This design comes from an exercise in tuning for small area, a short achievable clock period and few clock cycles per item on the open sky130 flow, not from production work.
Function was checked by simulation only, so behaviour that the tests miss may differ from the original.
Power and IR drop assume default switching activity.

==> flow/design.v <==
module hamming_codec (
    input  wire         clk,
    input  wire         rst,         
    input  wire         in_valid,
    output wire         in_ready,
    input  wire         in_op,       
    input  wire [3:0]   in_r,        
    input  wire [254:0] in_word,
    output reg          out_valid,
    input  wire         out_ready,
    output wire [254:0] out_word,
    output reg          out_err      
);
    wire dec = in_op;
    reg  [8:2] sel;                  
    always @(*) begin
        sel = 7'd0;
        case (in_r)
            4'd2: sel[2] = 1'b1;
            4'd3: sel[3] = 1'b1;
            4'd4: sel[4] = 1'b1;
            4'd5: sel[5] = 1'b1;
            4'd6: sel[6] = 1'b1;
            4'd7: sel[7] = 1'b1;
            4'd8: sel[8] = 1'b1;
            default: ;
        endcase
    end
    wire bad_r = ~|sel;
    wire [1:0] p2;
    wire [2:0] p3;
    wire [3:0] p4;
    wire [4:0] p5;
    wire [5:0] p6;
    wire [6:0] p7;
    wire [7:0] p8;
    assign p2[1] = ^(in_word & 255'h1);
    assign p2[0] = ^(in_word & 255'h1);
    assign p3[2] = ^(in_word & 255'h7);
    assign p3[1] = ^(in_word & 255'hb);
    assign p3[0] = ^(in_word & 255'hd);
    assign p4[3] = ^(in_word & 255'hef);
    assign p4[2] = ^(in_word & 255'h337);
    assign p4[1] = ^(in_word & 255'h55b);
    assign p4[0] = ^(in_word & 255'h69d);
    assign p5[4] = ^(in_word & 255'hf0fdf);
    assign p5[3] = ^(in_word & 255'h7171ef);
    assign p5[2] = ^(in_word & 255'h192b677);
    assign p5[1] = ^(in_word & 255'h2a4dabb);
    assign p5[0] = ^(in_word & 255'h348ed3d);
    assign p6[5] = ^(in_word & 255'h7c00ffc1ffbf);
    assign p6[4] = ^(in_word & 255'h7843f03de1fdf);
    assign p6[3] = ^(in_word & 255'h3889c71c6ee3ef);
    assign p6[2] = ^(in_word & 255'hc912d964b76cf7);
    assign p6[1] = ^(in_word & 255'h152236aa93bb57b);
    assign p6[0] = ^(in_word & 255'h1a443b4d23dda7d);
    assign p7[6] = ^(in_word & 255'h1f800007fff0001ffffe07fff7f);
    assign p7[5] = ^(in_word & 255'h3e0801ff801f07fe007fef83ffbf);
    assign p7[4] = ^(in_word & 255'h3c2107e0781e1787e1f81f7bc3fdf);
    assign p7[3] = ^(in_word & 255'h1c44238e388e22bb8ee38e3bddc7ef);
    assign p7[2] = ^(in_word & 255'h648845b2c93244ddb36cb25deed9f7);
    assign p7[1] = ^(in_word & 255'ha91086d5525488eed5b5549ef76afb);
    assign p7[0] = ^(in_word & 255'hd2210769a46910f769da691f7bb4fd);
    assign p8[7] = ^(in_word & 255'h3f800000000fffff800000000ffffffffe00000ffffffffe03ffffeff);
    assign p8[6] = ^(in_word & 255'hfc0800007fff0001f8000fffff00000fffe07fff0001ffffefc0ffff7f);
    assign p8[5] = ^(in_word & 255'h1f041001ff801f003e083ff003ff003ff003ef83ff07fe007ff7df07ffbf);
    assign p8[4] = ^(in_word & 255'h1e108207e0781e103c213c3f0fc0f0fc0f03c37bc3f787e1f81fbef787fdf);
    assign p8[3] = ^(in_word & 255'he2210438e388e221c4425dc771c7171c711c45bddc7bb8ee38e3df7bb8fef);
    assign p8[2] = ^(in_word & 255'h32442085b2c93244648846ed9b6592b65926489deed9ddb36cb25efbddb3f7);
    assign p8[1] = ^(in_word & 255'h54884106d5525488a9108776adaaa4daaa4a911ef76aeed5b5549f7deed5fb);
    assign p8[0] = ^(in_word & 255'h6910820769a46910d22107bb4ed348ed348d221f7bb4f769da691fbef769fd);
    wire [7:0] s_in =
        ({8{sel[2]}} & {6'd0, p2 ^ {in_word[1], in_word[2]}}) |
        ({8{sel[3]}} & {5'd0, p3 ^ {in_word[4], in_word[5], in_word[6]}}) |
        ({8{sel[4]}} & {4'd0, p4 ^ {in_word[11], in_word[12], in_word[13], in_word[14]}}) |
        ({8{sel[5]}} & {3'd0, p5 ^ {in_word[26], in_word[27], in_word[28], in_word[29], in_word[30]}}) |
        ({8{sel[6]}} & {2'd0, p6 ^ {in_word[57], in_word[58], in_word[59], in_word[60], in_word[61], in_word[62]}}) |
        ({8{sel[7]}} & {1'd0, p7 ^ {in_word[120], in_word[121], in_word[122], in_word[123], in_word[124], in_word[125], in_word[126]}}) |
        ({8{sel[8]}} & (p8 ^ {in_word[247], in_word[248], in_word[249], in_word[250], in_word[251], in_word[252], in_word[253], in_word[254]}));
    wire [254:0] w_in;
    wire m0 = dec ? |(sel & 7'b1111111) : |(sel & 7'b1111111);
    wire [0:0] wm0 = in_word[0:0] & {1{m0}};
    assign w_in[0] = wm0[0];
    wire m1 = dec ? |(sel & 7'b1111111) : |(sel & 7'b1111110);
    wire [1:0] wm1 = in_word[2:1] & {2{m1}};
    assign w_in[1] = wm1[0] | (~dec & sel[2] & p2[1]);
    assign w_in[2] = wm1[1] | (~dec & sel[2] & p2[0]);
    wire m2 = dec ? |(sel & 7'b1111110) : |(sel & 7'b1111110);
    wire [0:0] wm2 = in_word[3:3] & {1{m2}};
    assign w_in[3] = wm2[0];
    wire m3 = dec ? |(sel & 7'b1111110) : |(sel & 7'b1111100);
    wire [2:0] wm3 = in_word[6:4] & {3{m3}};
    assign w_in[4] = wm3[0] | (~dec & sel[3] & p3[2]);
    assign w_in[5] = wm3[1] | (~dec & sel[3] & p3[1]);
    assign w_in[6] = wm3[2] | (~dec & sel[3] & p3[0]);
    wire m4 = dec ? |(sel & 7'b1111100) : |(sel & 7'b1111100);
    wire [3:0] wm4 = in_word[10:7] & {4{m4}};
    assign w_in[7] = wm4[0];
    assign w_in[8] = wm4[1];
    assign w_in[9] = wm4[2];
    assign w_in[10] = wm4[3];
    wire m5 = dec ? |(sel & 7'b1111100) : |(sel & 7'b1111000);
    wire [3:0] wm5 = in_word[14:11] & {4{m5}};
    assign w_in[11] = wm5[0] | (~dec & sel[4] & p4[3]);
    assign w_in[12] = wm5[1] | (~dec & sel[4] & p4[2]);
    assign w_in[13] = wm5[2] | (~dec & sel[4] & p4[1]);
    assign w_in[14] = wm5[3] | (~dec & sel[4] & p4[0]);
    wire m6 = dec ? |(sel & 7'b1111000) : |(sel & 7'b1111000);
    wire [10:0] wm6 = in_word[25:15] & {11{m6}};
    assign w_in[15] = wm6[0];
    assign w_in[16] = wm6[1];
    assign w_in[17] = wm6[2];
    assign w_in[18] = wm6[3];
    assign w_in[19] = wm6[4];
    assign w_in[20] = wm6[5];
    assign w_in[21] = wm6[6];
    assign w_in[22] = wm6[7];
    assign w_in[23] = wm6[8];
    assign w_in[24] = wm6[9];
    assign w_in[25] = wm6[10];
    wire m7 = dec ? |(sel & 7'b1111000) : |(sel & 7'b1110000);
    wire [4:0] wm7 = in_word[30:26] & {5{m7}};
    assign w_in[26] = wm7[0] | (~dec & sel[5] & p5[4]);
    assign w_in[27] = wm7[1] | (~dec & sel[5] & p5[3]);
    assign w_in[28] = wm7[2] | (~dec & sel[5] & p5[2]);
    assign w_in[29] = wm7[3] | (~dec & sel[5] & p5[1]);
    assign w_in[30] = wm7[4] | (~dec & sel[5] & p5[0]);
    wire m8 = dec ? |(sel & 7'b1110000) : |(sel & 7'b1110000);
    wire [25:0] wm8 = in_word[56:31] & {26{m8}};
    assign w_in[31] = wm8[0];
    assign w_in[32] = wm8[1];
    assign w_in[33] = wm8[2];
    assign w_in[34] = wm8[3];
    assign w_in[35] = wm8[4];
    assign w_in[36] = wm8[5];
    assign w_in[37] = wm8[6];
    assign w_in[38] = wm8[7];
    assign w_in[39] = wm8[8];
    assign w_in[40] = wm8[9];
    assign w_in[41] = wm8[10];
    assign w_in[42] = wm8[11];
    assign w_in[43] = wm8[12];
    assign w_in[44] = wm8[13];
    assign w_in[45] = wm8[14];
    assign w_in[46] = wm8[15];
    assign w_in[47] = wm8[16];
    assign w_in[48] = wm8[17];
    assign w_in[49] = wm8[18];
    assign w_in[50] = wm8[19];
    assign w_in[51] = wm8[20];
    assign w_in[52] = wm8[21];
    assign w_in[53] = wm8[22];
    assign w_in[54] = wm8[23];
    assign w_in[55] = wm8[24];
    assign w_in[56] = wm8[25];
    wire m9 = dec ? |(sel & 7'b1110000) : |(sel & 7'b1100000);
    wire [5:0] wm9 = in_word[62:57] & {6{m9}};
    assign w_in[57] = wm9[0] | (~dec & sel[6] & p6[5]);
    assign w_in[58] = wm9[1] | (~dec & sel[6] & p6[4]);
    assign w_in[59] = wm9[2] | (~dec & sel[6] & p6[3]);
    assign w_in[60] = wm9[3] | (~dec & sel[6] & p6[2]);
    assign w_in[61] = wm9[4] | (~dec & sel[6] & p6[1]);
    assign w_in[62] = wm9[5] | (~dec & sel[6] & p6[0]);
    wire m10 = dec ? |(sel & 7'b1100000) : |(sel & 7'b1100000);
    wire [56:0] wm10 = in_word[119:63] & {57{m10}};
    assign w_in[63] = wm10[0];
    assign w_in[64] = wm10[1];
    assign w_in[65] = wm10[2];
    assign w_in[66] = wm10[3];
    assign w_in[67] = wm10[4];
    assign w_in[68] = wm10[5];
    assign w_in[69] = wm10[6];
    assign w_in[70] = wm10[7];
    assign w_in[71] = wm10[8];
    assign w_in[72] = wm10[9];
    assign w_in[73] = wm10[10];
    assign w_in[74] = wm10[11];
    assign w_in[75] = wm10[12];
    assign w_in[76] = wm10[13];
    assign w_in[77] = wm10[14];
    assign w_in[78] = wm10[15];
    assign w_in[79] = wm10[16];
    assign w_in[80] = wm10[17];
    assign w_in[81] = wm10[18];
    assign w_in[82] = wm10[19];
    assign w_in[83] = wm10[20];
    assign w_in[84] = wm10[21];
    assign w_in[85] = wm10[22];
    assign w_in[86] = wm10[23];
    assign w_in[87] = wm10[24];
    assign w_in[88] = wm10[25];
    assign w_in[89] = wm10[26];
    assign w_in[90] = wm10[27];
    assign w_in[91] = wm10[28];
    assign w_in[92] = wm10[29];
    assign w_in[93] = wm10[30];
    assign w_in[94] = wm10[31];
    assign w_in[95] = wm10[32];
    assign w_in[96] = wm10[33];
    assign w_in[97] = wm10[34];
    assign w_in[98] = wm10[35];
    assign w_in[99] = wm10[36];
    assign w_in[100] = wm10[37];
    assign w_in[101] = wm10[38];
    assign w_in[102] = wm10[39];
    assign w_in[103] = wm10[40];
    assign w_in[104] = wm10[41];
    assign w_in[105] = wm10[42];
    assign w_in[106] = wm10[43];
    assign w_in[107] = wm10[44];
    assign w_in[108] = wm10[45];
    assign w_in[109] = wm10[46];
    assign w_in[110] = wm10[47];
    assign w_in[111] = wm10[48];
    assign w_in[112] = wm10[49];
    assign w_in[113] = wm10[50];
    assign w_in[114] = wm10[51];
    assign w_in[115] = wm10[52];
    assign w_in[116] = wm10[53];
    assign w_in[117] = wm10[54];
    assign w_in[118] = wm10[55];
    assign w_in[119] = wm10[56];
    wire m11 = dec ? |(sel & 7'b1100000) : |(sel & 7'b1000000);
    wire [6:0] wm11 = in_word[126:120] & {7{m11}};
    assign w_in[120] = wm11[0] | (~dec & sel[7] & p7[6]);
    assign w_in[121] = wm11[1] | (~dec & sel[7] & p7[5]);
    assign w_in[122] = wm11[2] | (~dec & sel[7] & p7[4]);
    assign w_in[123] = wm11[3] | (~dec & sel[7] & p7[3]);
    assign w_in[124] = wm11[4] | (~dec & sel[7] & p7[2]);
    assign w_in[125] = wm11[5] | (~dec & sel[7] & p7[1]);
    assign w_in[126] = wm11[6] | (~dec & sel[7] & p7[0]);
    wire m12 = dec ? |(sel & 7'b1000000) : |(sel & 7'b1000000);
    wire [119:0] wm12 = in_word[246:127] & {120{m12}};
    assign w_in[127] = wm12[0];
    assign w_in[128] = wm12[1];
    assign w_in[129] = wm12[2];
    assign w_in[130] = wm12[3];
    assign w_in[131] = wm12[4];
    assign w_in[132] = wm12[5];
    assign w_in[133] = wm12[6];
    assign w_in[134] = wm12[7];
    assign w_in[135] = wm12[8];
    assign w_in[136] = wm12[9];
    assign w_in[137] = wm12[10];
    assign w_in[138] = wm12[11];
    assign w_in[139] = wm12[12];
    assign w_in[140] = wm12[13];
    assign w_in[141] = wm12[14];
    assign w_in[142] = wm12[15];
    assign w_in[143] = wm12[16];
    assign w_in[144] = wm12[17];
    assign w_in[145] = wm12[18];
    assign w_in[146] = wm12[19];
    assign w_in[147] = wm12[20];
    assign w_in[148] = wm12[21];
    assign w_in[149] = wm12[22];
    assign w_in[150] = wm12[23];
    assign w_in[151] = wm12[24];
    assign w_in[152] = wm12[25];
    assign w_in[153] = wm12[26];
    assign w_in[154] = wm12[27];
    assign w_in[155] = wm12[28];
    assign w_in[156] = wm12[29];
    assign w_in[157] = wm12[30];
    assign w_in[158] = wm12[31];
    assign w_in[159] = wm12[32];
    assign w_in[160] = wm12[33];
    assign w_in[161] = wm12[34];
    assign w_in[162] = wm12[35];
    assign w_in[163] = wm12[36];
    assign w_in[164] = wm12[37];
    assign w_in[165] = wm12[38];
    assign w_in[166] = wm12[39];
    assign w_in[167] = wm12[40];
    assign w_in[168] = wm12[41];
    assign w_in[169] = wm12[42];
    assign w_in[170] = wm12[43];
    assign w_in[171] = wm12[44];
    assign w_in[172] = wm12[45];
    assign w_in[173] = wm12[46];
    assign w_in[174] = wm12[47];
    assign w_in[175] = wm12[48];
    assign w_in[176] = wm12[49];
    assign w_in[177] = wm12[50];
    assign w_in[178] = wm12[51];
    assign w_in[179] = wm12[52];
    assign w_in[180] = wm12[53];
    assign w_in[181] = wm12[54];
    assign w_in[182] = wm12[55];
    assign w_in[183] = wm12[56];
    assign w_in[184] = wm12[57];
    assign w_in[185] = wm12[58];
    assign w_in[186] = wm12[59];
    assign w_in[187] = wm12[60];
    assign w_in[188] = wm12[61];
    assign w_in[189] = wm12[62];
    assign w_in[190] = wm12[63];
    assign w_in[191] = wm12[64];
    assign w_in[192] = wm12[65];
    assign w_in[193] = wm12[66];
    assign w_in[194] = wm12[67];
    assign w_in[195] = wm12[68];
    assign w_in[196] = wm12[69];
    assign w_in[197] = wm12[70];
    assign w_in[198] = wm12[71];
    assign w_in[199] = wm12[72];
    assign w_in[200] = wm12[73];
    assign w_in[201] = wm12[74];
    assign w_in[202] = wm12[75];
    assign w_in[203] = wm12[76];
    assign w_in[204] = wm12[77];
    assign w_in[205] = wm12[78];
    assign w_in[206] = wm12[79];
    assign w_in[207] = wm12[80];
    assign w_in[208] = wm12[81];
    assign w_in[209] = wm12[82];
    assign w_in[210] = wm12[83];
    assign w_in[211] = wm12[84];
    assign w_in[212] = wm12[85];
    assign w_in[213] = wm12[86];
    assign w_in[214] = wm12[87];
    assign w_in[215] = wm12[88];
    assign w_in[216] = wm12[89];
    assign w_in[217] = wm12[90];
    assign w_in[218] = wm12[91];
    assign w_in[219] = wm12[92];
    assign w_in[220] = wm12[93];
    assign w_in[221] = wm12[94];
    assign w_in[222] = wm12[95];
    assign w_in[223] = wm12[96];
    assign w_in[224] = wm12[97];
    assign w_in[225] = wm12[98];
    assign w_in[226] = wm12[99];
    assign w_in[227] = wm12[100];
    assign w_in[228] = wm12[101];
    assign w_in[229] = wm12[102];
    assign w_in[230] = wm12[103];
    assign w_in[231] = wm12[104];
    assign w_in[232] = wm12[105];
    assign w_in[233] = wm12[106];
    assign w_in[234] = wm12[107];
    assign w_in[235] = wm12[108];
    assign w_in[236] = wm12[109];
    assign w_in[237] = wm12[110];
    assign w_in[238] = wm12[111];
    assign w_in[239] = wm12[112];
    assign w_in[240] = wm12[113];
    assign w_in[241] = wm12[114];
    assign w_in[242] = wm12[115];
    assign w_in[243] = wm12[116];
    assign w_in[244] = wm12[117];
    assign w_in[245] = wm12[118];
    assign w_in[246] = wm12[119];
    wire m13 = dec ? |(sel & 7'b1000000) : |(sel & 7'b0000000);
    wire [7:0] wm13 = in_word[254:247] & {8{m13}};
    assign w_in[247] = wm13[0] | (~dec & sel[8] & p8[7]);
    assign w_in[248] = wm13[1] | (~dec & sel[8] & p8[6]);
    assign w_in[249] = wm13[2] | (~dec & sel[8] & p8[5]);
    assign w_in[250] = wm13[3] | (~dec & sel[8] & p8[4]);
    assign w_in[251] = wm13[4] | (~dec & sel[8] & p8[3]);
    assign w_in[252] = wm13[5] | (~dec & sel[8] & p8[2]);
    assign w_in[253] = wm13[6] | (~dec & sel[8] & p8[1]);
    assign w_in[254] = wm13[7] | (~dec & sel[8] & p8[0]);
    reg [254:0] w_q;
    reg [7:0]   s_q;
    reg [8:2]   sel_q;
    reg         dec_q;
    assign in_ready = !out_valid || out_ready;
    always @(posedge clk) begin
        if (rst)
            out_valid <= 1'b0;
        else if (in_ready)
            out_valid <= in_valid;
    end
    always @(posedge clk) begin
        if (in_ready) begin
            w_q     <= w_in;
            s_q     <= s_in;
            sel_q   <= sel;
            dec_q   <= dec;
            out_err <= bad_r;
        end
    end
    wire [15:0] lo;
    assign lo[0] = (s_q[3:0] == 4'd0);
    assign lo[1] = (s_q[3:0] == 4'd1);
    assign lo[2] = (s_q[3:0] == 4'd2);
    assign lo[3] = (s_q[3:0] == 4'd3);
    assign lo[4] = (s_q[3:0] == 4'd4);
    assign lo[5] = (s_q[3:0] == 4'd5);
    assign lo[6] = (s_q[3:0] == 4'd6);
    assign lo[7] = (s_q[3:0] == 4'd7);
    assign lo[8] = (s_q[3:0] == 4'd8);
    assign lo[9] = (s_q[3:0] == 4'd9);
    assign lo[10] = (s_q[3:0] == 4'd10);
    assign lo[11] = (s_q[3:0] == 4'd11);
    assign lo[12] = (s_q[3:0] == 4'd12);
    assign lo[13] = (s_q[3:0] == 4'd13);
    assign lo[14] = (s_q[3:0] == 4'd14);
    assign lo[15] = (s_q[3:0] == 4'd15);
    wire [0:0] hi2;
    assign hi2[0] = dec_q & sel_q[2] & (s_q[7:4] == 4'd0);
    wire [0:0] hi3;
    assign hi3[0] = dec_q & sel_q[3] & (s_q[7:4] == 4'd0);
    wire [0:0] hi4;
    assign hi4[0] = dec_q & sel_q[4] & (s_q[7:4] == 4'd0);
    wire [1:0] hi5;
    assign hi5[0] = dec_q & sel_q[5] & (s_q[7:4] == 4'd0);
    assign hi5[1] = dec_q & sel_q[5] & (s_q[7:4] == 4'd1);
    wire [3:0] hi6;
    assign hi6[0] = dec_q & sel_q[6] & (s_q[7:4] == 4'd0);
    assign hi6[1] = dec_q & sel_q[6] & (s_q[7:4] == 4'd1);
    assign hi6[2] = dec_q & sel_q[6] & (s_q[7:4] == 4'd2);
    assign hi6[3] = dec_q & sel_q[6] & (s_q[7:4] == 4'd3);
    wire [7:0] hi7;
    assign hi7[0] = dec_q & sel_q[7] & (s_q[7:4] == 4'd0);
    assign hi7[1] = dec_q & sel_q[7] & (s_q[7:4] == 4'd1);
    assign hi7[2] = dec_q & sel_q[7] & (s_q[7:4] == 4'd2);
    assign hi7[3] = dec_q & sel_q[7] & (s_q[7:4] == 4'd3);
    assign hi7[4] = dec_q & sel_q[7] & (s_q[7:4] == 4'd4);
    assign hi7[5] = dec_q & sel_q[7] & (s_q[7:4] == 4'd5);
    assign hi7[6] = dec_q & sel_q[7] & (s_q[7:4] == 4'd6);
    assign hi7[7] = dec_q & sel_q[7] & (s_q[7:4] == 4'd7);
    wire [15:0] hi8;
    assign hi8[0] = dec_q & sel_q[8] & (s_q[7:4] == 4'd0);
    assign hi8[1] = dec_q & sel_q[8] & (s_q[7:4] == 4'd1);
    assign hi8[2] = dec_q & sel_q[8] & (s_q[7:4] == 4'd2);
    assign hi8[3] = dec_q & sel_q[8] & (s_q[7:4] == 4'd3);
    assign hi8[4] = dec_q & sel_q[8] & (s_q[7:4] == 4'd4);
    assign hi8[5] = dec_q & sel_q[8] & (s_q[7:4] == 4'd5);
    assign hi8[6] = dec_q & sel_q[8] & (s_q[7:4] == 4'd6);
    assign hi8[7] = dec_q & sel_q[8] & (s_q[7:4] == 4'd7);
    assign hi8[8] = dec_q & sel_q[8] & (s_q[7:4] == 4'd8);
    assign hi8[9] = dec_q & sel_q[8] & (s_q[7:4] == 4'd9);
    assign hi8[10] = dec_q & sel_q[8] & (s_q[7:4] == 4'd10);
    assign hi8[11] = dec_q & sel_q[8] & (s_q[7:4] == 4'd11);
    assign hi8[12] = dec_q & sel_q[8] & (s_q[7:4] == 4'd12);
    assign hi8[13] = dec_q & sel_q[8] & (s_q[7:4] == 4'd13);
    assign hi8[14] = dec_q & sel_q[8] & (s_q[7:4] == 4'd14);
    assign hi8[15] = dec_q & sel_q[8] & (s_q[7:4] == 4'd15);
    assign out_word[0] = w_q[0] ^ ((hi2[0] & lo[3]) | (hi3[0] & lo[7]) | (hi4[0] & lo[15]) | (hi5[1] & lo[15]) | (hi6[3] & lo[15]) | (hi7[7] & lo[15]) | (hi8[15] & lo[15]));
    assign out_word[1] = w_q[1] ^ ((hi2[0] & lo[2]) | (hi3[0] & lo[6]) | (hi4[0] & lo[14]) | (hi5[1] & lo[14]) | (hi6[3] & lo[14]) | (hi7[7] & lo[14]) | (hi8[15] & lo[14]));
    assign out_word[2] = w_q[2] ^ ((hi2[0] & lo[1]) | (hi3[0] & lo[5]) | (hi4[0] & lo[13]) | (hi5[1] & lo[13]) | (hi6[3] & lo[13]) | (hi7[7] & lo[13]) | (hi8[15] & lo[13]));
    assign out_word[3] = w_q[3] ^ ((hi3[0] & lo[3]) | (hi4[0] & lo[11]) | (hi5[1] & lo[11]) | (hi6[3] & lo[11]) | (hi7[7] & lo[11]) | (hi8[15] & lo[11]));
    assign out_word[4] = w_q[4] ^ ((hi3[0] & lo[4]) | (hi4[0] & lo[7]) | (hi5[1] & lo[7]) | (hi6[3] & lo[7]) | (hi7[7] & lo[7]) | (hi8[15] & lo[7]));
    assign out_word[5] = w_q[5] ^ ((hi3[0] & lo[2]) | (hi4[0] & lo[12]) | (hi5[0] & lo[15]) | (hi6[2] & lo[15]) | (hi7[6] & lo[15]) | (hi8[14] & lo[15]));
    assign out_word[6] = w_q[6] ^ ((hi3[0] & lo[1]) | (hi4[0] & lo[10]) | (hi5[1] & lo[12]) | (hi6[1] & lo[15]) | (hi7[5] & lo[15]) | (hi8[13] & lo[15]));
    assign out_word[7] = w_q[7] ^ ((hi4[0] & lo[9]) | (hi5[1] & lo[10]) | (hi6[3] & lo[12]) | (hi7[3] & lo[15]) | (hi8[11] & lo[15]));
    assign out_word[8] = w_q[8] ^ ((hi4[0] & lo[6]) | (hi5[1] & lo[9]) | (hi6[3] & lo[10]) | (hi7[7] & lo[12]) | (hi8[7] & lo[15]));
    assign out_word[9] = w_q[9] ^ ((hi4[0] & lo[5]) | (hi5[1] & lo[6]) | (hi6[3] & lo[9]) | (hi7[7] & lo[10]) | (hi8[15] & lo[12]));
    assign out_word[10] = w_q[10] ^ ((hi4[0] & lo[3]) | (hi5[1] & lo[5]) | (hi6[3] & lo[6]) | (hi7[7] & lo[9]) | (hi8[15] & lo[10]));
    assign out_word[11] = w_q[11] ^ ((hi4[0] & lo[8]) | (hi5[1] & lo[3]) | (hi6[3] & lo[5]) | (hi7[7] & lo[6]) | (hi8[15] & lo[9]));
    assign out_word[12] = w_q[12] ^ ((hi4[0] & lo[4]) | (hi5[0] & lo[14]) | (hi6[3] & lo[3]) | (hi7[7] & lo[5]) | (hi8[15] & lo[6]));
    assign out_word[13] = w_q[13] ^ ((hi4[0] & lo[2]) | (hi5[0] & lo[13]) | (hi6[2] & lo[14]) | (hi7[7] & lo[3]) | (hi8[15] & lo[5]));
    assign out_word[14] = w_q[14] ^ ((hi4[0] & lo[1]) | (hi5[0] & lo[11]) | (hi6[2] & lo[13]) | (hi7[6] & lo[14]) | (hi8[15] & lo[3]));
    assign out_word[15] = w_q[15] ^ ((hi5[0] & lo[7]) | (hi6[2] & lo[11]) | (hi7[6] & lo[13]) | (hi8[14] & lo[14]));
    assign out_word[16] = w_q[16] ^ ((hi5[1] & lo[8]) | (hi6[2] & lo[7]) | (hi7[6] & lo[11]) | (hi8[14] & lo[13]));
    assign out_word[17] = w_q[17] ^ ((hi5[1] & lo[4]) | (hi6[1] & lo[14]) | (hi7[6] & lo[7]) | (hi8[14] & lo[11]));
    assign out_word[18] = w_q[18] ^ ((hi5[1] & lo[2]) | (hi6[1] & lo[13]) | (hi7[5] & lo[14]) | (hi8[14] & lo[7]));
    assign out_word[19] = w_q[19] ^ ((hi5[1] & lo[1]) | (hi6[1] & lo[11]) | (hi7[5] & lo[13]) | (hi8[13] & lo[14]));
    assign out_word[20] = w_q[20] ^ ((hi5[0] & lo[12]) | (hi6[1] & lo[7]) | (hi7[5] & lo[11]) | (hi8[13] & lo[13]));
    assign out_word[21] = w_q[21] ^ ((hi5[0] & lo[10]) | (hi6[0] & lo[15]) | (hi7[5] & lo[7]) | (hi8[13] & lo[11]));
    assign out_word[22] = w_q[22] ^ ((hi5[0] & lo[9]) | (hi6[3] & lo[8]) | (hi7[4] & lo[15]) | (hi8[13] & lo[7]));
    assign out_word[23] = w_q[23] ^ ((hi5[0] & lo[6]) | (hi6[3] & lo[4]) | (hi7[3] & lo[14]) | (hi8[12] & lo[15]));
    assign out_word[24] = w_q[24] ^ ((hi5[0] & lo[5]) | (hi6[3] & lo[2]) | (hi7[3] & lo[13]) | (hi8[11] & lo[14]));
    assign out_word[25] = w_q[25] ^ ((hi5[0] & lo[3]) | (hi6[3] & lo[1]) | (hi7[3] & lo[11]) | (hi8[11] & lo[13]));
    assign out_word[26] = w_q[26] ^ ((hi5[1] & lo[0]) | (hi6[2] & lo[12]) | (hi7[3] & lo[7]) | (hi8[11] & lo[11]));
    assign out_word[27] = w_q[27] ^ ((hi5[0] & lo[8]) | (hi6[2] & lo[10]) | (hi7[2] & lo[15]) | (hi8[11] & lo[7]));
    assign out_word[28] = w_q[28] ^ ((hi5[0] & lo[4]) | (hi6[2] & lo[9]) | (hi7[1] & lo[15]) | (hi8[10] & lo[15]));
    assign out_word[29] = w_q[29] ^ ((hi5[0] & lo[2]) | (hi6[2] & lo[6]) | (hi7[7] & lo[8]) | (hi8[9] & lo[15]));
    assign out_word[30] = w_q[30] ^ ((hi5[0] & lo[1]) | (hi6[2] & lo[5]) | (hi7[7] & lo[4]) | (hi8[7] & lo[14]));
    assign out_word[31] = w_q[31] ^ ((hi6[2] & lo[3]) | (hi7[7] & lo[2]) | (hi8[7] & lo[13]));
    assign out_word[32] = w_q[32] ^ ((hi6[1] & lo[12]) | (hi7[7] & lo[1]) | (hi8[7] & lo[11]));
    assign out_word[33] = w_q[33] ^ ((hi6[1] & lo[10]) | (hi7[6] & lo[12]) | (hi8[7] & lo[7]));
    assign out_word[34] = w_q[34] ^ ((hi6[1] & lo[9]) | (hi7[6] & lo[10]) | (hi8[6] & lo[15]));
    assign out_word[35] = w_q[35] ^ ((hi6[1] & lo[6]) | (hi7[6] & lo[9]) | (hi8[5] & lo[15]));
    assign out_word[36] = w_q[36] ^ ((hi6[1] & lo[5]) | (hi7[6] & lo[6]) | (hi8[3] & lo[15]));
    assign out_word[37] = w_q[37] ^ ((hi6[1] & lo[3]) | (hi7[6] & lo[5]) | (hi8[15] & lo[8]));
    assign out_word[38] = w_q[38] ^ ((hi6[0] & lo[14]) | (hi7[6] & lo[3]) | (hi8[15] & lo[4]));
    assign out_word[39] = w_q[39] ^ ((hi6[0] & lo[13]) | (hi7[5] & lo[12]) | (hi8[15] & lo[2]));
    assign out_word[40] = w_q[40] ^ ((hi6[0] & lo[11]) | (hi7[5] & lo[10]) | (hi8[15] & lo[1]));
    assign out_word[41] = w_q[41] ^ ((hi6[0] & lo[7]) | (hi7[5] & lo[9]) | (hi8[14] & lo[12]));
    assign out_word[42] = w_q[42] ^ ((hi6[3] & lo[0]) | (hi7[5] & lo[6]) | (hi8[14] & lo[10]));
    assign out_word[43] = w_q[43] ^ ((hi6[2] & lo[8]) | (hi7[5] & lo[5]) | (hi8[14] & lo[9]));
    assign out_word[44] = w_q[44] ^ ((hi6[2] & lo[4]) | (hi7[5] & lo[3]) | (hi8[14] & lo[6]));
    assign out_word[45] = w_q[45] ^ ((hi6[2] & lo[2]) | (hi7[4] & lo[14]) | (hi8[14] & lo[5]));
    assign out_word[46] = w_q[46] ^ ((hi6[2] & lo[1]) | (hi7[4] & lo[13]) | (hi8[14] & lo[3]));
    assign out_word[47] = w_q[47] ^ ((hi6[1] & lo[8]) | (hi7[4] & lo[11]) | (hi8[13] & lo[12]));
    assign out_word[48] = w_q[48] ^ ((hi6[1] & lo[4]) | (hi7[4] & lo[7]) | (hi8[13] & lo[10]));
    assign out_word[49] = w_q[49] ^ ((hi6[1] & lo[2]) | (hi7[3] & lo[12]) | (hi8[13] & lo[9]));
    assign out_word[50] = w_q[50] ^ ((hi6[1] & lo[1]) | (hi7[3] & lo[10]) | (hi8[13] & lo[6]));
    assign out_word[51] = w_q[51] ^ ((hi6[0] & lo[12]) | (hi7[3] & lo[9]) | (hi8[13] & lo[5]));
    assign out_word[52] = w_q[52] ^ ((hi6[0] & lo[10]) | (hi7[3] & lo[6]) | (hi8[13] & lo[3]));
    assign out_word[53] = w_q[53] ^ ((hi6[0] & lo[9]) | (hi7[3] & lo[5]) | (hi8[12] & lo[14]));
    assign out_word[54] = w_q[54] ^ ((hi6[0] & lo[6]) | (hi7[3] & lo[3]) | (hi8[12] & lo[13]));
    assign out_word[55] = w_q[55] ^ ((hi6[0] & lo[5]) | (hi7[2] & lo[14]) | (hi8[12] & lo[11]));
    assign out_word[56] = w_q[56] ^ ((hi6[0] & lo[3]) | (hi7[2] & lo[13]) | (hi8[12] & lo[7]));
    assign out_word[57] = w_q[57] ^ ((hi6[2] & lo[0]) | (hi7[2] & lo[11]) | (hi8[11] & lo[12]));
    assign out_word[58] = w_q[58] ^ ((hi6[1] & lo[0]) | (hi7[2] & lo[7]) | (hi8[11] & lo[10]));
    assign out_word[59] = w_q[59] ^ ((hi6[0] & lo[8]) | (hi7[1] & lo[14]) | (hi8[11] & lo[9]));
    assign out_word[60] = w_q[60] ^ ((hi6[0] & lo[4]) | (hi7[1] & lo[13]) | (hi8[11] & lo[6]));
    assign out_word[61] = w_q[61] ^ ((hi6[0] & lo[2]) | (hi7[1] & lo[11]) | (hi8[11] & lo[5]));
    assign out_word[62] = w_q[62] ^ ((hi6[0] & lo[1]) | (hi7[1] & lo[7]) | (hi8[11] & lo[3]));
    assign out_word[63] = w_q[63] ^ ((hi7[0] & lo[15]) | (hi8[10] & lo[14]));
    assign out_word[64] = w_q[64] ^ ((hi7[7] & lo[0]) | (hi8[10] & lo[13]));
    assign out_word[65] = w_q[65] ^ ((hi7[6] & lo[8]) | (hi8[10] & lo[11]));
    assign out_word[66] = w_q[66] ^ ((hi7[6] & lo[4]) | (hi8[10] & lo[7]));
    assign out_word[67] = w_q[67] ^ ((hi7[6] & lo[2]) | (hi8[9] & lo[14]));
    assign out_word[68] = w_q[68] ^ ((hi7[6] & lo[1]) | (hi8[9] & lo[13]));
    assign out_word[69] = w_q[69] ^ ((hi7[5] & lo[8]) | (hi8[9] & lo[11]));
    assign out_word[70] = w_q[70] ^ ((hi7[5] & lo[4]) | (hi8[9] & lo[7]));
    assign out_word[71] = w_q[71] ^ ((hi7[5] & lo[2]) | (hi8[8] & lo[15]));
    assign out_word[72] = w_q[72] ^ ((hi7[5] & lo[1]) | (hi8[7] & lo[12]));
    assign out_word[73] = w_q[73] ^ ((hi7[4] & lo[12]) | (hi8[7] & lo[10]));
    assign out_word[74] = w_q[74] ^ ((hi7[4] & lo[10]) | (hi8[7] & lo[9]));
    assign out_word[75] = w_q[75] ^ ((hi7[4] & lo[9]) | (hi8[7] & lo[6]));
    assign out_word[76] = w_q[76] ^ ((hi7[4] & lo[6]) | (hi8[7] & lo[5]));
    assign out_word[77] = w_q[77] ^ ((hi7[4] & lo[5]) | (hi8[7] & lo[3]));
    assign out_word[78] = w_q[78] ^ ((hi7[4] & lo[3]) | (hi8[6] & lo[14]));
    assign out_word[79] = w_q[79] ^ ((hi7[3] & lo[8]) | (hi8[6] & lo[13]));
    assign out_word[80] = w_q[80] ^ ((hi7[3] & lo[4]) | (hi8[6] & lo[11]));
    assign out_word[81] = w_q[81] ^ ((hi7[3] & lo[2]) | (hi8[6] & lo[7]));
    assign out_word[82] = w_q[82] ^ ((hi7[3] & lo[1]) | (hi8[5] & lo[14]));
    assign out_word[83] = w_q[83] ^ ((hi7[2] & lo[12]) | (hi8[5] & lo[13]));
    assign out_word[84] = w_q[84] ^ ((hi7[2] & lo[10]) | (hi8[5] & lo[11]));
    assign out_word[85] = w_q[85] ^ ((hi7[2] & lo[9]) | (hi8[5] & lo[7]));
    assign out_word[86] = w_q[86] ^ ((hi7[2] & lo[6]) | (hi8[4] & lo[15]));
    assign out_word[87] = w_q[87] ^ ((hi7[2] & lo[5]) | (hi8[3] & lo[14]));
    assign out_word[88] = w_q[88] ^ ((hi7[2] & lo[3]) | (hi8[3] & lo[13]));
    assign out_word[89] = w_q[89] ^ ((hi7[1] & lo[12]) | (hi8[3] & lo[11]));
    assign out_word[90] = w_q[90] ^ ((hi7[1] & lo[10]) | (hi8[3] & lo[7]));
    assign out_word[91] = w_q[91] ^ ((hi7[1] & lo[9]) | (hi8[2] & lo[15]));
    assign out_word[92] = w_q[92] ^ ((hi7[1] & lo[6]) | (hi8[1] & lo[15]));
    assign out_word[93] = w_q[93] ^ ((hi7[1] & lo[5]) | (hi8[15] & lo[0]));
    assign out_word[94] = w_q[94] ^ ((hi7[1] & lo[3]) | (hi8[14] & lo[8]));
    assign out_word[95] = w_q[95] ^ ((hi7[0] & lo[14]) | (hi8[14] & lo[4]));
    assign out_word[96] = w_q[96] ^ ((hi7[0] & lo[13]) | (hi8[14] & lo[2]));
    assign out_word[97] = w_q[97] ^ ((hi7[0] & lo[11]) | (hi8[14] & lo[1]));
    assign out_word[98] = w_q[98] ^ ((hi7[0] & lo[7]) | (hi8[13] & lo[8]));
    assign out_word[99] = w_q[99] ^ ((hi7[6] & lo[0]) | (hi8[13] & lo[4]));
    assign out_word[100] = w_q[100] ^ ((hi7[5] & lo[0]) | (hi8[13] & lo[2]));
    assign out_word[101] = w_q[101] ^ ((hi7[4] & lo[8]) | (hi8[13] & lo[1]));
    assign out_word[102] = w_q[102] ^ ((hi7[4] & lo[4]) | (hi8[12] & lo[12]));
    assign out_word[103] = w_q[103] ^ ((hi7[4] & lo[2]) | (hi8[12] & lo[10]));
    assign out_word[104] = w_q[104] ^ ((hi7[4] & lo[1]) | (hi8[12] & lo[9]));
    assign out_word[105] = w_q[105] ^ ((hi7[3] & lo[0]) | (hi8[12] & lo[6]));
    assign out_word[106] = w_q[106] ^ ((hi7[2] & lo[8]) | (hi8[12] & lo[5]));
    assign out_word[107] = w_q[107] ^ ((hi7[2] & lo[4]) | (hi8[12] & lo[3]));
    assign out_word[108] = w_q[108] ^ ((hi7[2] & lo[2]) | (hi8[11] & lo[8]));
    assign out_word[109] = w_q[109] ^ ((hi7[2] & lo[1]) | (hi8[11] & lo[4]));
    assign out_word[110] = w_q[110] ^ ((hi7[1] & lo[8]) | (hi8[11] & lo[2]));
    assign out_word[111] = w_q[111] ^ ((hi7[1] & lo[4]) | (hi8[11] & lo[1]));
    assign out_word[112] = w_q[112] ^ ((hi7[1] & lo[2]) | (hi8[10] & lo[12]));
    assign out_word[113] = w_q[113] ^ ((hi7[1] & lo[1]) | (hi8[10] & lo[10]));
    assign out_word[114] = w_q[114] ^ ((hi7[0] & lo[12]) | (hi8[10] & lo[9]));
    assign out_word[115] = w_q[115] ^ ((hi7[0] & lo[10]) | (hi8[10] & lo[6]));
    assign out_word[116] = w_q[116] ^ ((hi7[0] & lo[9]) | (hi8[10] & lo[5]));
    assign out_word[117] = w_q[117] ^ ((hi7[0] & lo[6]) | (hi8[10] & lo[3]));
    assign out_word[118] = w_q[118] ^ ((hi7[0] & lo[5]) | (hi8[9] & lo[12]));
    assign out_word[119] = w_q[119] ^ ((hi7[0] & lo[3]) | (hi8[9] & lo[10]));
    assign out_word[120] = w_q[120] ^ ((hi7[4] & lo[0]) | (hi8[9] & lo[9]));
    assign out_word[121] = w_q[121] ^ ((hi7[2] & lo[0]) | (hi8[9] & lo[6]));
    assign out_word[122] = w_q[122] ^ ((hi7[1] & lo[0]) | (hi8[9] & lo[5]));
    assign out_word[123] = w_q[123] ^ ((hi7[0] & lo[8]) | (hi8[9] & lo[3]));
    assign out_word[124] = w_q[124] ^ ((hi7[0] & lo[4]) | (hi8[8] & lo[14]));
    assign out_word[125] = w_q[125] ^ ((hi7[0] & lo[2]) | (hi8[8] & lo[13]));
    assign out_word[126] = w_q[126] ^ ((hi7[0] & lo[1]) | (hi8[8] & lo[11]));
    assign out_word[127] = w_q[127] ^ ((hi8[8] & lo[7]));
    assign out_word[128] = w_q[128] ^ ((hi8[7] & lo[8]));
    assign out_word[129] = w_q[129] ^ ((hi8[7] & lo[4]));
    assign out_word[130] = w_q[130] ^ ((hi8[7] & lo[2]));
    assign out_word[131] = w_q[131] ^ ((hi8[7] & lo[1]));
    assign out_word[132] = w_q[132] ^ ((hi8[6] & lo[12]));
    assign out_word[133] = w_q[133] ^ ((hi8[6] & lo[10]));
    assign out_word[134] = w_q[134] ^ ((hi8[6] & lo[9]));
    assign out_word[135] = w_q[135] ^ ((hi8[6] & lo[6]));
    assign out_word[136] = w_q[136] ^ ((hi8[6] & lo[5]));
    assign out_word[137] = w_q[137] ^ ((hi8[6] & lo[3]));
    assign out_word[138] = w_q[138] ^ ((hi8[5] & lo[12]));
    assign out_word[139] = w_q[139] ^ ((hi8[5] & lo[10]));
    assign out_word[140] = w_q[140] ^ ((hi8[5] & lo[9]));
    assign out_word[141] = w_q[141] ^ ((hi8[5] & lo[6]));
    assign out_word[142] = w_q[142] ^ ((hi8[5] & lo[5]));
    assign out_word[143] = w_q[143] ^ ((hi8[5] & lo[3]));
    assign out_word[144] = w_q[144] ^ ((hi8[4] & lo[14]));
    assign out_word[145] = w_q[145] ^ ((hi8[4] & lo[13]));
    assign out_word[146] = w_q[146] ^ ((hi8[4] & lo[11]));
    assign out_word[147] = w_q[147] ^ ((hi8[4] & lo[7]));
    assign out_word[148] = w_q[148] ^ ((hi8[3] & lo[12]));
    assign out_word[149] = w_q[149] ^ ((hi8[3] & lo[10]));
    assign out_word[150] = w_q[150] ^ ((hi8[3] & lo[9]));
    assign out_word[151] = w_q[151] ^ ((hi8[3] & lo[6]));
    assign out_word[152] = w_q[152] ^ ((hi8[3] & lo[5]));
    assign out_word[153] = w_q[153] ^ ((hi8[3] & lo[3]));
    assign out_word[154] = w_q[154] ^ ((hi8[2] & lo[14]));
    assign out_word[155] = w_q[155] ^ ((hi8[2] & lo[13]));
    assign out_word[156] = w_q[156] ^ ((hi8[2] & lo[11]));
    assign out_word[157] = w_q[157] ^ ((hi8[2] & lo[7]));
    assign out_word[158] = w_q[158] ^ ((hi8[1] & lo[14]));
    assign out_word[159] = w_q[159] ^ ((hi8[1] & lo[13]));
    assign out_word[160] = w_q[160] ^ ((hi8[1] & lo[11]));
    assign out_word[161] = w_q[161] ^ ((hi8[1] & lo[7]));
    assign out_word[162] = w_q[162] ^ ((hi8[0] & lo[15]));
    assign out_word[163] = w_q[163] ^ ((hi8[14] & lo[0]));
    assign out_word[164] = w_q[164] ^ ((hi8[13] & lo[0]));
    assign out_word[165] = w_q[165] ^ ((hi8[12] & lo[8]));
    assign out_word[166] = w_q[166] ^ ((hi8[12] & lo[4]));
    assign out_word[167] = w_q[167] ^ ((hi8[12] & lo[2]));
    assign out_word[168] = w_q[168] ^ ((hi8[12] & lo[1]));
    assign out_word[169] = w_q[169] ^ ((hi8[11] & lo[0]));
    assign out_word[170] = w_q[170] ^ ((hi8[10] & lo[8]));
    assign out_word[171] = w_q[171] ^ ((hi8[10] & lo[4]));
    assign out_word[172] = w_q[172] ^ ((hi8[10] & lo[2]));
    assign out_word[173] = w_q[173] ^ ((hi8[10] & lo[1]));
    assign out_word[174] = w_q[174] ^ ((hi8[9] & lo[8]));
    assign out_word[175] = w_q[175] ^ ((hi8[9] & lo[4]));
    assign out_word[176] = w_q[176] ^ ((hi8[9] & lo[2]));
    assign out_word[177] = w_q[177] ^ ((hi8[9] & lo[1]));
    assign out_word[178] = w_q[178] ^ ((hi8[8] & lo[12]));
    assign out_word[179] = w_q[179] ^ ((hi8[8] & lo[10]));
    assign out_word[180] = w_q[180] ^ ((hi8[8] & lo[9]));
    assign out_word[181] = w_q[181] ^ ((hi8[8] & lo[6]));
    assign out_word[182] = w_q[182] ^ ((hi8[8] & lo[5]));
    assign out_word[183] = w_q[183] ^ ((hi8[8] & lo[3]));
    assign out_word[184] = w_q[184] ^ ((hi8[7] & lo[0]));
    assign out_word[185] = w_q[185] ^ ((hi8[6] & lo[8]));
    assign out_word[186] = w_q[186] ^ ((hi8[6] & lo[4]));
    assign out_word[187] = w_q[187] ^ ((hi8[6] & lo[2]));
    assign out_word[188] = w_q[188] ^ ((hi8[6] & lo[1]));
    assign out_word[189] = w_q[189] ^ ((hi8[5] & lo[8]));
    assign out_word[190] = w_q[190] ^ ((hi8[5] & lo[4]));
    assign out_word[191] = w_q[191] ^ ((hi8[5] & lo[2]));
    assign out_word[192] = w_q[192] ^ ((hi8[5] & lo[1]));
    assign out_word[193] = w_q[193] ^ ((hi8[4] & lo[12]));
    assign out_word[194] = w_q[194] ^ ((hi8[4] & lo[10]));
    assign out_word[195] = w_q[195] ^ ((hi8[4] & lo[9]));
    assign out_word[196] = w_q[196] ^ ((hi8[4] & lo[6]));
    assign out_word[197] = w_q[197] ^ ((hi8[4] & lo[5]));
    assign out_word[198] = w_q[198] ^ ((hi8[4] & lo[3]));
    assign out_word[199] = w_q[199] ^ ((hi8[3] & lo[8]));
    assign out_word[200] = w_q[200] ^ ((hi8[3] & lo[4]));
    assign out_word[201] = w_q[201] ^ ((hi8[3] & lo[2]));
    assign out_word[202] = w_q[202] ^ ((hi8[3] & lo[1]));
    assign out_word[203] = w_q[203] ^ ((hi8[2] & lo[12]));
    assign out_word[204] = w_q[204] ^ ((hi8[2] & lo[10]));
    assign out_word[205] = w_q[205] ^ ((hi8[2] & lo[9]));
    assign out_word[206] = w_q[206] ^ ((hi8[2] & lo[6]));
    assign out_word[207] = w_q[207] ^ ((hi8[2] & lo[5]));
    assign out_word[208] = w_q[208] ^ ((hi8[2] & lo[3]));
    assign out_word[209] = w_q[209] ^ ((hi8[1] & lo[12]));
    assign out_word[210] = w_q[210] ^ ((hi8[1] & lo[10]));
    assign out_word[211] = w_q[211] ^ ((hi8[1] & lo[9]));
    assign out_word[212] = w_q[212] ^ ((hi8[1] & lo[6]));
    assign out_word[213] = w_q[213] ^ ((hi8[1] & lo[5]));
    assign out_word[214] = w_q[214] ^ ((hi8[1] & lo[3]));
    assign out_word[215] = w_q[215] ^ ((hi8[0] & lo[14]));
    assign out_word[216] = w_q[216] ^ ((hi8[0] & lo[13]));
    assign out_word[217] = w_q[217] ^ ((hi8[0] & lo[11]));
    assign out_word[218] = w_q[218] ^ ((hi8[0] & lo[7]));
    assign out_word[219] = w_q[219] ^ ((hi8[12] & lo[0]));
    assign out_word[220] = w_q[220] ^ ((hi8[10] & lo[0]));
    assign out_word[221] = w_q[221] ^ ((hi8[9] & lo[0]));
    assign out_word[222] = w_q[222] ^ ((hi8[8] & lo[8]));
    assign out_word[223] = w_q[223] ^ ((hi8[8] & lo[4]));
    assign out_word[224] = w_q[224] ^ ((hi8[8] & lo[2]));
    assign out_word[225] = w_q[225] ^ ((hi8[8] & lo[1]));
    assign out_word[226] = w_q[226] ^ ((hi8[6] & lo[0]));
    assign out_word[227] = w_q[227] ^ ((hi8[5] & lo[0]));
    assign out_word[228] = w_q[228] ^ ((hi8[4] & lo[8]));
    assign out_word[229] = w_q[229] ^ ((hi8[4] & lo[4]));
    assign out_word[230] = w_q[230] ^ ((hi8[4] & lo[2]));
    assign out_word[231] = w_q[231] ^ ((hi8[4] & lo[1]));
    assign out_word[232] = w_q[232] ^ ((hi8[3] & lo[0]));
    assign out_word[233] = w_q[233] ^ ((hi8[2] & lo[8]));
    assign out_word[234] = w_q[234] ^ ((hi8[2] & lo[4]));
    assign out_word[235] = w_q[235] ^ ((hi8[2] & lo[2]));
    assign out_word[236] = w_q[236] ^ ((hi8[2] & lo[1]));
    assign out_word[237] = w_q[237] ^ ((hi8[1] & lo[8]));
    assign out_word[238] = w_q[238] ^ ((hi8[1] & lo[4]));
    assign out_word[239] = w_q[239] ^ ((hi8[1] & lo[2]));
    assign out_word[240] = w_q[240] ^ ((hi8[1] & lo[1]));
    assign out_word[241] = w_q[241] ^ ((hi8[0] & lo[12]));
    assign out_word[242] = w_q[242] ^ ((hi8[0] & lo[10]));
    assign out_word[243] = w_q[243] ^ ((hi8[0] & lo[9]));
    assign out_word[244] = w_q[244] ^ ((hi8[0] & lo[6]));
    assign out_word[245] = w_q[245] ^ ((hi8[0] & lo[5]));
    assign out_word[246] = w_q[246] ^ ((hi8[0] & lo[3]));
    assign out_word[247] = w_q[247] ^ ((hi8[8] & lo[0]));
    assign out_word[248] = w_q[248] ^ ((hi8[4] & lo[0]));
    assign out_word[249] = w_q[249] ^ ((hi8[2] & lo[0]));
    assign out_word[250] = w_q[250] ^ ((hi8[1] & lo[0]));
    assign out_word[251] = w_q[251] ^ ((hi8[0] & lo[8]));
    assign out_word[252] = w_q[252] ^ ((hi8[0] & lo[4]));
    assign out_word[253] = w_q[253] ^ ((hi8[0] & lo[2]));
    assign out_word[254] = w_q[254] ^ ((hi8[0] & lo[1]));
endmodule
==> flow/run.sh <==
#!/bin/bash
# synth_recipe.tcl (not shown) runs the flow's synth.tcl, then flattens the netlist and writes it again
# the make line also repeats each setting of config.mk as NAME=value (left out here)
make -C /OpenROAD-flow-scripts/flow DESIGN_CONFIG=/design/flow/config.mk WORK_HOME=/design/flow/orfs CLKGATE_MAP_FILE= SYNTH_SCRIPT=/design/flow/synth_recipe.tcl finish
==> flow/config.mk <==
export PLATFORM = sky130hd
export DESIGN_NAME = hamming_codec
export DESIGN_NICKNAME = hamming_codec
export VERILOG_FILES = /design/flow/design.v
export SDC_FILE = /design/flow/constraint.sdc
export NUM_CORES = 4
export LEC_CHECK = 0
export ABC_CLOCK_PERIOD_IN_PS = 3000
export CAP_MARGIN = 20
export CORE_MARGIN = 2
export CORE_UTILIZATION = 50
export PLACE_DENSITY = 0.65
export SETUP_SLACK_MARGIN = 4.0
export SLEW_MARGIN = 20
==> flow/constraint.sdc <==
create_clock -name core_clock -period 8.0 [get_ports {clk}]
set_input_delay 1.6000 -clock core_clock [delete_from_list [all_inputs] [get_ports {clk}]]
set_output_delay 1.6000 -clock core_clock [all_outputs]
set_load 0.01 [all_outputs]
==> notes.md, run 1 <==
Stop err = [ERROR GRT-0232] Routing congestion too high. Check the congestion heatmap in the GUI.
IO Pins = 522
Die height = 221 um
Warning count from the yosys run = 1
Netlist cell types = 50
Cts hold-fix bufs = 0
Cell Area, Synth = 23400 um2
GPL Wtd Cong = 1.04
FFs w/ async S/R, synth = 0%
Largest net degree at the start of global routing = 168
Starting Density = 50.4%
Post-synth EDFFs = 272
Sequential share of the synthesized area = 34.9%
Syn Nets = 2479
Mean Syn Cell Area = 10.6 um2
Die width = 221 um
Exit stage = global routing (5_1_grt)
Maximum number of buffers from clock root to sink = 3
Total grt overflow = 216
Gr usage total = 82.7%
Clock root cell = clkbuf_16
Cts bufs inserted = 31
Ys flop type = edfxtp_1
Dpl ws = 2.25 ns
Cell Rows = 79
CTS Sinks = 273
Port Buffer Count = 521
Status = aborted with a tool error
Mapped Cells = 2215
H-tree Lvls = 1
Detail Placement HPWL = 89.0 mm
FF+latch count, synth = 273
kinds of logic after synthesis:
| group | after synthesis | synth area share (%) |
|---|---|---|
| XOR/XNOR | 970 | 43.6 |
| flip-flops | 273 | 34.9 |
| buffers and inverters | 161 | 2.65 |
| multiplexers | 1 | 0.0427 |
| AO/OA/AOI/OAI | 253 | 6.82 |
| AND/OR/NAND/NOR | 557 | 11.9 |
repair_timing:
item,4_1_cts
gates cloned,23
endpoints found under the setup margin,452
endpoints found under the hold margin,0
setup buffers,330
pin swaps,306
resized for setup,2011
how the worst max path moves through the flow:
stage               depth (start not counted)            endpoint  slack (ns)        startpoint
CTS                                        12         out_word[1]        3.56  s_q[5]$_DFFE_PP_
detailed placement                          7  w_q[123]$_DFFE_PP_        2.25       in_word[24]
global placement                            7  w_q[123]$_DFFE_PP_        2.23       in_word[24]
floorplan                                   1            in_ready        2.87         out_ready
stage by stage:
stage	instances	hold slack (ns)	instance area (um2)	total power, mW
floorplan	2215	1.67	23600	5.10
detailed placement	3230	1.05	29300	6.72
global placement	3229	1.05	29300	6.73
CTS	3640	0.978	36800	9.62
power groups by stage:
| stage | registers (mW) | logic (mW) | clock network [mW] |
|---|---|---|---|
| after floorplan | 1.78 | 3.32 | 0 |
| after CTS | 1.79 | 6.29 | 1.54 |
| after detailed placement | 1.85 | 4.87 | 0 |
| after global placement | 1.84 | 4.88 | 0 |
cell usage after synthesis (5+ instances only):
| cell type | n | area (um2) |
|---|---|---|
| a21oi_1 | 46 | 230 |
| a22o_1 | 14 | 123 |
| a22oi_1 | 6 | 45.0 |
| and2_1 | 97 | 607 |
| and3_1 | 123 | 769 |
| buf_2 | 5 | 25.0 |
| clkbuf_1 | 140 | 526 |
| edfxtp_1 | 272 | 8170 |
| inv_1 | 10 | 37.5 |
| nand2_1 | 152 | 571 |
| nand2b_1 | 9 | 56.3 |
| nand3_1 | 15 | 75.1 |
| nor2_1 | 108 | 405 |
| nor2b_1 | 19 | 119 |
| nor3_1 | 21 | 105 |
| o21ai_0 | 11 | 55.1 |
| o22ai_1 | 151 | 945 |
| o31ai_1 | 5 | 37.5 |
| xnor2_1 | 625 | 5470 |
| xnor3_1 | 113 | 2540 |
| xor2_1 | 219 | 1920 |
| xor3_1 | 7 | 166 |
layer usage:
layer / GRT overflow / track usage, %
met1: 43 / 84.2
met2: 77 / 94.1
met3: 35 / 74.6
met4: 53 / 73.4
met5: 8 / 57.4
Testbench counts, summed over its fixed seeds: cycles 12,008, items 12,000.
==> run 2: changes to the inputs <==
--- a/flow/config.mk
+++ b/flow/config.mk
@@ -5,10 +5,10 @@
 export SDC_FILE = /design/flow/constraint.sdc
 export NUM_CORES = 4
 export LEC_CHECK = 0
-export ABC_CLOCK_PERIOD_IN_PS = 3000
+export ABC_CLOCK_PERIOD_IN_PS = 2500
 export CAP_MARGIN = 20
 export CORE_MARGIN = 2
 export CORE_UTILIZATION = 50
 export PLACE_DENSITY = 0.65
-export SETUP_SLACK_MARGIN = 4.0
+export SETUP_SLACK_MARGIN = 3.0
 export SLEW_MARGIN = 20
==> run 2 against run 1 <==
Effect of this change: synthesized area stayed put; now clean on timing, DRC and antenna; synthesized cell count stayed put.
==> notes.md, run 2 <==
Largest area contributor in the netlist = edfxtp_1
Slowest cell delay on critical path = 0.61 ns
Area Growth Syn to Fin = 32.0%
Most common cell in the synthesized netlist = xnor2_1
Wirelength per Cell = 34.7 um
Top cells by area, synth = edfxtp_1, xnor2_1, xnor3_1
Port Buffer Count = 521
Ys flop type = edfxtp_1
Crit-path cells = buf_4 -> nor2b_2 -> nand3_2 -> o22ai_1 -> xor2_1 -> clkdlybuf4s50_1
Initial antenna violation count = 13
IO Pins = 522
Detail Placement HPWL = 89.3 mm
Worst path slowest cell = clkdlybuf4s50_1
Synth top area share = 34.8%
Slew HR = 16.9%
Post-route clock period utilization = 64.9%
Mapped Cells = 2215
Critical path arrival = 3.59 ns
Grt met2 use = 67.6%
Commonest non-fill, non-tap cells in the layout = xnor2_1, clkdlybuf4s50_1, edfxtp_1
GRT busiest layer = met2
Die width = 221 um
Vias post-DR = 21400
# DRC = 0
Max FFs per register = 255
Min Tclk post-route = 5.19 ns
Critical Path Start = s_q[0]$_DFFE_PP_
Post-synth EDFFs = 272
Final setup violation count = 0
Biggest regs = w_q x255, s_q x8, sel_q x7
Power per Cell Area = 274 nW/um2
First-pass GRT wire length = 153 mm
Sequential share of the synthesized area = 34.9%
Pleak = 12.5 nW
Starting Density = 50.4%
First-pass DRT Iterations = 12
Post-route ant nets = 0
Min-delay src = out_valid$_SDFFE_PP0P_
FFs w/ async S/R, synth = 0%
Maximum number of buffers from clock root to sink = 3
CP startpoint kind = flop
RSZ-0062 raised after global routing = true
Commonest non-fill, non-tap cell in the layout = xnor2_1
Max VDD drop = 0.276 mV
Syn Nets = 2479
Die height = 221 um
Warning count from the yosys run = 1
Vias in the first global route = 19800
Largest family of logic cells by synthesized area = XOR/XNOR gates
Gr usage total = 45.8%
Cts hold-fix bufs = 0
WP buf/inv = 2
Multiplexer share of the synthesized area = 0.0427%
Hold Crit Class = reg -> reg
H-tree Lvls = 1
Achievable Freq = 193 MHz
Measured slew at the worst slew-check pin = 1.25 ns
Hold depth = 1
Biggest register = w_q
Fin. max-slew vios = 0
Cell Rows = 79
Reg2reg setup slack = 4.85 ns
Status = no timing/DRC/antenna violations
CP max FO = 20
Max Cap Viol = 0
Post-Synth Simple-Gate Area = 11.9%
Setup TNS = 0 ns
CTS Sinks = 273
GR Util met1 = 61.9%
Crit path capture type = output port
Iter 0 DRT Violations = 4781
Cts bufs inserted = 31
Tot Pwr = 8.48 mW
Final hold violation count = 0
TritonCTS clock tree = done
Synth Area in Compound Gates = 6.82%
Post-DR vias/cell = 6.43
Clock transition at the registers of the reported paths = 0.06 ns
GPL Wtd Cong = 1.07
Synth Area in Adders = 0%
Core area = 46500 um2
Clock root cell = clkbuf_16
Largest net degree at the start of global routing = 121
Clock latency on the worst-skew pair = 0.59 ns
Mean Syn Cell Area = 10.6 um2
Total grt overflow = 0
Net count, final = 2958
Critical Path RT = 6.40 ns
Worst R2R Start = out_valid$_SDFFE_PP0P_
FF-to-FF End = w_q[72]$_DFFE_PP_
Worst r2r path cells = 3
Top cells by count, synth = xnor2_1, edfxtp_1, xor2_1
Post-Synth XOR/XNOR Area = 43.6%
Critical path type = reg -> out
M3 GR Usage = 14.2%
Total Wirelength = 116 mm
FF+latch count, synth = 273
Delay-heaviest family, CP = simple AND/OR/NAND/NOR gates
Share of layout cells above drive strength 1 = 7.65%
Die area = 48600 um2
WHS Endpoint = w_q[234]$_DFFE_PP_
Netlist cell types = 50
Cell Area, Synth = 23400 um2
Clock Skews = 0.0132 ns
run 2: cell families (layout without fill, tap and decap cells):
kind of cell,count (synthesis),count (layout)
xor gates and xnor gates,970,970
and+or+nand+nor,557,558
DFF,273,273
AOI/OAI and AO/OA,253,253
buffers and inverters,161,663
muxes,1,1
other,0,5
run 2: timing repair:
action,4_1_cts,5_1_grt
setup endpoints to repair,200,105
pin swaps,2,2
setup buffers,33,7
resized for setup,55,41
cloned,0,1
run 2: power by group:
| group | internal, mW | switching (mW) |
|---|---|---|
| registers | 1.71 | 0.0914 |
| logic | 2.48 | 2.78 |
| clock network | 0.803 | 0.630 |
run 2: per-layer routing:
layer,vias up,part of all wire (%)
met2,2187,43
li1,8560,-
met4,4,5.7
met5,-,0.021
met3,430,16
met1,10200,36
run 2: stage by stage:
step	std cells	cell area [um2]	util, %	setup WS [ns]	hold WS (ns)
4_1_cts	3317	30700	66.0	2.80	1.12
3_5_place_dp	3227	29200	62.8	1.97	1.10
5_1_grt	3328	30900	66.6	2.83	1.04
3_3_place_gp	3226	29200	62.8	1.91	1.07
2_1_floorplan	2215	23400	-	2.87	1.67
6_report	3330	30900	66.6	2.81	1.00
run 2: area by class of cell:
type / instances / area (um2)
fill: 3581 / 15500
antenna: 5 / 12.5
timing repair buffer: 596 / 5820
inverter: 10 / 37.5
clock buffer: 34 / 787
clock inverter: 23 / 200
multi-input combinational: 1782 / 15100
sequential: 273 / 8190
tap: 607 / 759
run 2: worst max-delay path by stage:
stage / slack, ns / to / cells after the start
finish: 2.81 / out_word[87] / 6
global placement: 1.91 / s_q[4]$_DFFE_PP_ / 9
global route: 2.83 / out_word[91] / 8
floorplan: 2.87 / in_ready / 1
detailed placement: 1.97 / s_q[4]$_DFFE_PP_ / 9
CTS: 2.80 / out_word[91] / 8
run 2: worst reg2reg max path, stage by stage, from the launching register on:
cell	delay (ns)
dfxtp_1	0.36
nand2b_4	0.39
buf_4	0.88
buf_4	1.07
==> run 3: changes to the inputs <==
==> flow/flow/run.sh (new file) <==
#!/bin/bash
# The standard layout, with every port buffered by a plain buffer
# (sky130_fd_sc_hd__buf_2) instead of the default delay-cell buffer.
set -e
export BUFFER_PORTS_ARGS="-buffer_cell sky130_fd_sc_hd__buf_2"
bash standard.sh > standard.log 2>&1
==> flow/standard.sh (new file) <==
#!/bin/bash
# synth_recipe.tcl (not shown) runs the flow's synth.tcl, then flattens the netlist and writes it again
# the make line also repeats each setting of config.mk as NAME=value (left out here)
make -C /OpenROAD-flow-scripts/flow DESIGN_CONFIG=/design/flow/config.mk WORK_HOME=/design/flow/orfs CLKGATE_MAP_FILE= SYNTH_SCRIPT=/design/flow/synth_recipe.tcl "${@:-finish}"
==> flow/config.mk (replaced) <==
export PLATFORM = sky130hd
export DESIGN_NAME = hamming_codec
export DESIGN_NICKNAME = hamming_codec
export VERILOG_FILES = /design/flow/design.v
export SDC_FILE = /design/flow/constraint.sdc
export NUM_CORES = 4
export LEC_CHECK = 0
export ABC_CLOCK_PERIOD_IN_PS = 3000
export CAP_MARGIN = 20
export CORE_MARGIN = 2
export CORE_UTILIZATION = 35
export PLACE_DENSITY = 0.55
export SETUP_SLACK_MARGIN = 3.0
export SLEW_MARGIN = 20
removed: flow/run.sh
==> run 3 against run 2 <==
Effect of this change: combinational power is 4.4% lower; synthesized area stayed put; non-clock buffer count is 1 lower; total power is 0.84% lower; still clean; largest power group unchanged; largest cell class unchanged; highest routed layer unchanged; clock skew is 0.015 ns higher.
==> notes.md, run 3 <==
Max FFs per register = 255
Iter 0 DRT Violations = 3692
Critical path arrival = 3.36 ns
Max Cap Viol = 0
Clock root cell = clkbuf_16
Setup TNS = 0 ns
Final hold violation count = 0
Die height = 263 um
Pleak = 12.8 nW
Syn Nets = 2479
Worst r2r path cells = 3
Post-DR vias/cell = 5.76
CP startpoint kind = flop
Reg2reg setup slack = 5.44 ns
Hold_ws = 0.760 ns
Fin. max-slew vios = 0
Clock latency on the worst-skew pair = 0.58 ns
Commonest non-fill, non-tap cell in the layout = xnor2_1
Clock Skews = 0.0285 ns
Min Tclk post-route = 4.96 ns
Port Buffer Count = 521
Core area = 66000 um2
Total Wirelength = 129 mm
Starting Density = 35.5%
Mean Syn Cell Area = 10.6 um2
RSZ-0062 raised after global routing = false
CTS Sinks = 273
Slew HR = 20.7%
Share of layout cells above drive strength 1 = 25.1%
Critical Path Start = s_q[5]$_DFFE_PP_
Biggest regs = w_q x255, s_q x8, sel_q x7
Mapped Cells = 2215
Total grt overflow = 0
Net count, final = 2960
Critical Path RT = 6.40 ns
Post-route clock period utilization = 62.0%
CP Depth = 6
FF-to-FF End = w_q[19]$_DFFE_PP_
Post-route ant nets = 0
CP dominant cell by count = nor2b_1
Final setup violation count = 0
Detail Placement HPWL = 101 mm
CP max FO = 7
Ys flop type = edfxtp_1
Vias post-DR = 20700
Die area = 69100 um2
IO Pins = 522
Gr usage total = 35.9%
Area Growth Syn to Fin = 21.5%
Worst path slowest cell = nor2b_1
CP endpoint = out_word[48]
Achievable Freq = 202 MHz
FF+latch count, synth = 273
TritonCTS clock tree = done
Wirelength per Cell = 35.8 um
Maximum number of buffers from clock root to sink = 3
Netlist cell types = 50
Sequential share of the synthesized area = 34.9%
Critical path type = reg -> out
GPL Wtd Cong = 1.01
Synth top area share = 34.8%
Top cells by count, synth = xnor2_1, edfxtp_1, xor2_1
Power per Cell Area = 296 nW/um2
Max VDD drop = 0.245 mV
Hold Crit Class = reg -> reg
Measured slew at the worst slew-check pin = 1.19 ns
Cts bufs inserted = 35
Warning count from the yosys run = 1
# DRC = 0
Crit-path cells = nor2b_1 -> and3_1 -> nor2b_1 -> a21oi_1 -> xnor2_1 -> buf_2
WP buf/inv = 1
Post-synth EDFFs = 272
Cell Rows = 94
H-tree Lvls = 2
Top cells by area, synth = edfxtp_1, xnor2_1, xnor3_1
Commonest non-fill, non-tap cells in the layout = xnor2_1, buf_2, edfxtp_1
Initial antenna violation count = 19
Biggest register = w_q
Delay-heaviest family, CP = simple AND/OR/NAND/NOR gates
Largest area contributor in the netlist = edfxtp_1
Cell Area, Synth = 23400 um2
Status = no timing/DRC/antenna violations
Crit path capture type = output port
Slowest cell delay on critical path = 0.71 ns
First-pass GRT wire length = 171 mm
Clock transition at the registers of the reported paths = 0.05 ns
Fillers = 6462
Die width = 263 um
Worst R2R Start = out_valid$_SDFFE_PP0P_
FFs w/ async S/R, synth = 0%
Cts hold-fix bufs = 0
Vias in the first global route = 19900
Most common cell in the synthesized netlist = xnor2_1
First-pass DRT Iterations = 7
Largest net degree at the start of global routing = 149
==> run 3: cells by family (layout without fill, tap and decap cells) <==
logic type,Yosys count,in the layout,synth area share (%)
buf+inv,161,668,2.65
xor+xnor,970,970,43.6
compound gates,253,253,6.82
flops,273,273,34.9
mux,1,1,0.0427
other cells,0,8,0
simple gates,557,557,11.9
==> run 3: what timing repair did <==
item,CTS,global route
gates cloned,0,0
gates resized for setup,17,5
endpoints found under the setup margin,86,46
buffers inserted,24,7
pin swaps,2,1
==> run 3: worst min-delay path by stage <==
| stage | slack [ns] | end | start | cells after the start |
|---|---|---|---|---|
| 6_report | 0.76 | out_valid$_SDFFE_PP0P_ | out_valid$_SDFFE_PP0P_ | 2 |
| 5_1_grt | 0.79 | out_valid$_SDFFE_PP0P_ | out_valid$_SDFFE_PP0P_ | 2 |
| 4_1_cts | 0.76 | out_valid$_SDFFE_PP0P_ | out_valid$_SDFFE_PP0P_ | 2 |
| 3_5_place_dp | 0.75 | out_valid$_SDFFE_PP0P_ | out_valid$_SDFFE_PP0P_ | 2 |
| 3_3_place_gp | 0.75 | out_valid$_SDFFE_PP0P_ | out_valid$_SDFFE_PP0P_ | 2 |
| 2_1_floorplan | 1.67 | out_valid$_SDFFE_PP0P_ | rst | 1 |
==> run 3: per-layer routing <==
layer	GRT usage (%)	vias to the layer above	share of wire [%]
met2	57.7	1587	46
met4	12.1	4	4.0
met5	0	-	0.021
li1	-	8560	-
met1	47.9	10300	39
met3	7.79	279	11
==> run 3: worst min-delay path, cell delays in order (launching register included) <==
cell and delay (ns):
dfxtp_1 0.34, nand2b_4 0.27, a21oi_1 0.11
==> run 3: power by group <==
group | internal, mW | switching, mW | leakage (nW) | total (mW)
registers | 1.71 | 0.0709 | 3.13 | 1.78
logic | 2.31 | 2.71 | 9.11 | 5.02
clock network | 0.909 | 0.711 | 0.538 | 1.62
==> run 3: metrics by stage <==
stage	instances	total power [mW]	worst slack [ns]	instance area [um2]	util [%]
after floorplan	2215	5.09	2.87	23400	-
after global placement	3490	6.63	2.76	26900	40.8
after detailed placement	3492	6.61	2.83	27000	40.9
after CTS	3579	8.32	2.99	28400	43.0
after global routing	3592	8.62	3.00	28500	43.1
final	3594	8.41	3.04	28500	43.2
==> run 3: area by class of cell <==
cell class / instances / area, um2 / share of cell area [%]
clock inverters: 23 / 223 / 0.782
flip-flops and latches: 273 / 8190 / 28.8
well taps: 864 / 1080 / 3.80
clock buffers: 40 / 895 / 3.14
multi-input cells: 1781 / 14800 / 52.0
inverters: 10 / 37.5 / 0.132
diodes: 8 / 20.0 / 0.0703
repair buffers: 595 / 3220 / 11.3
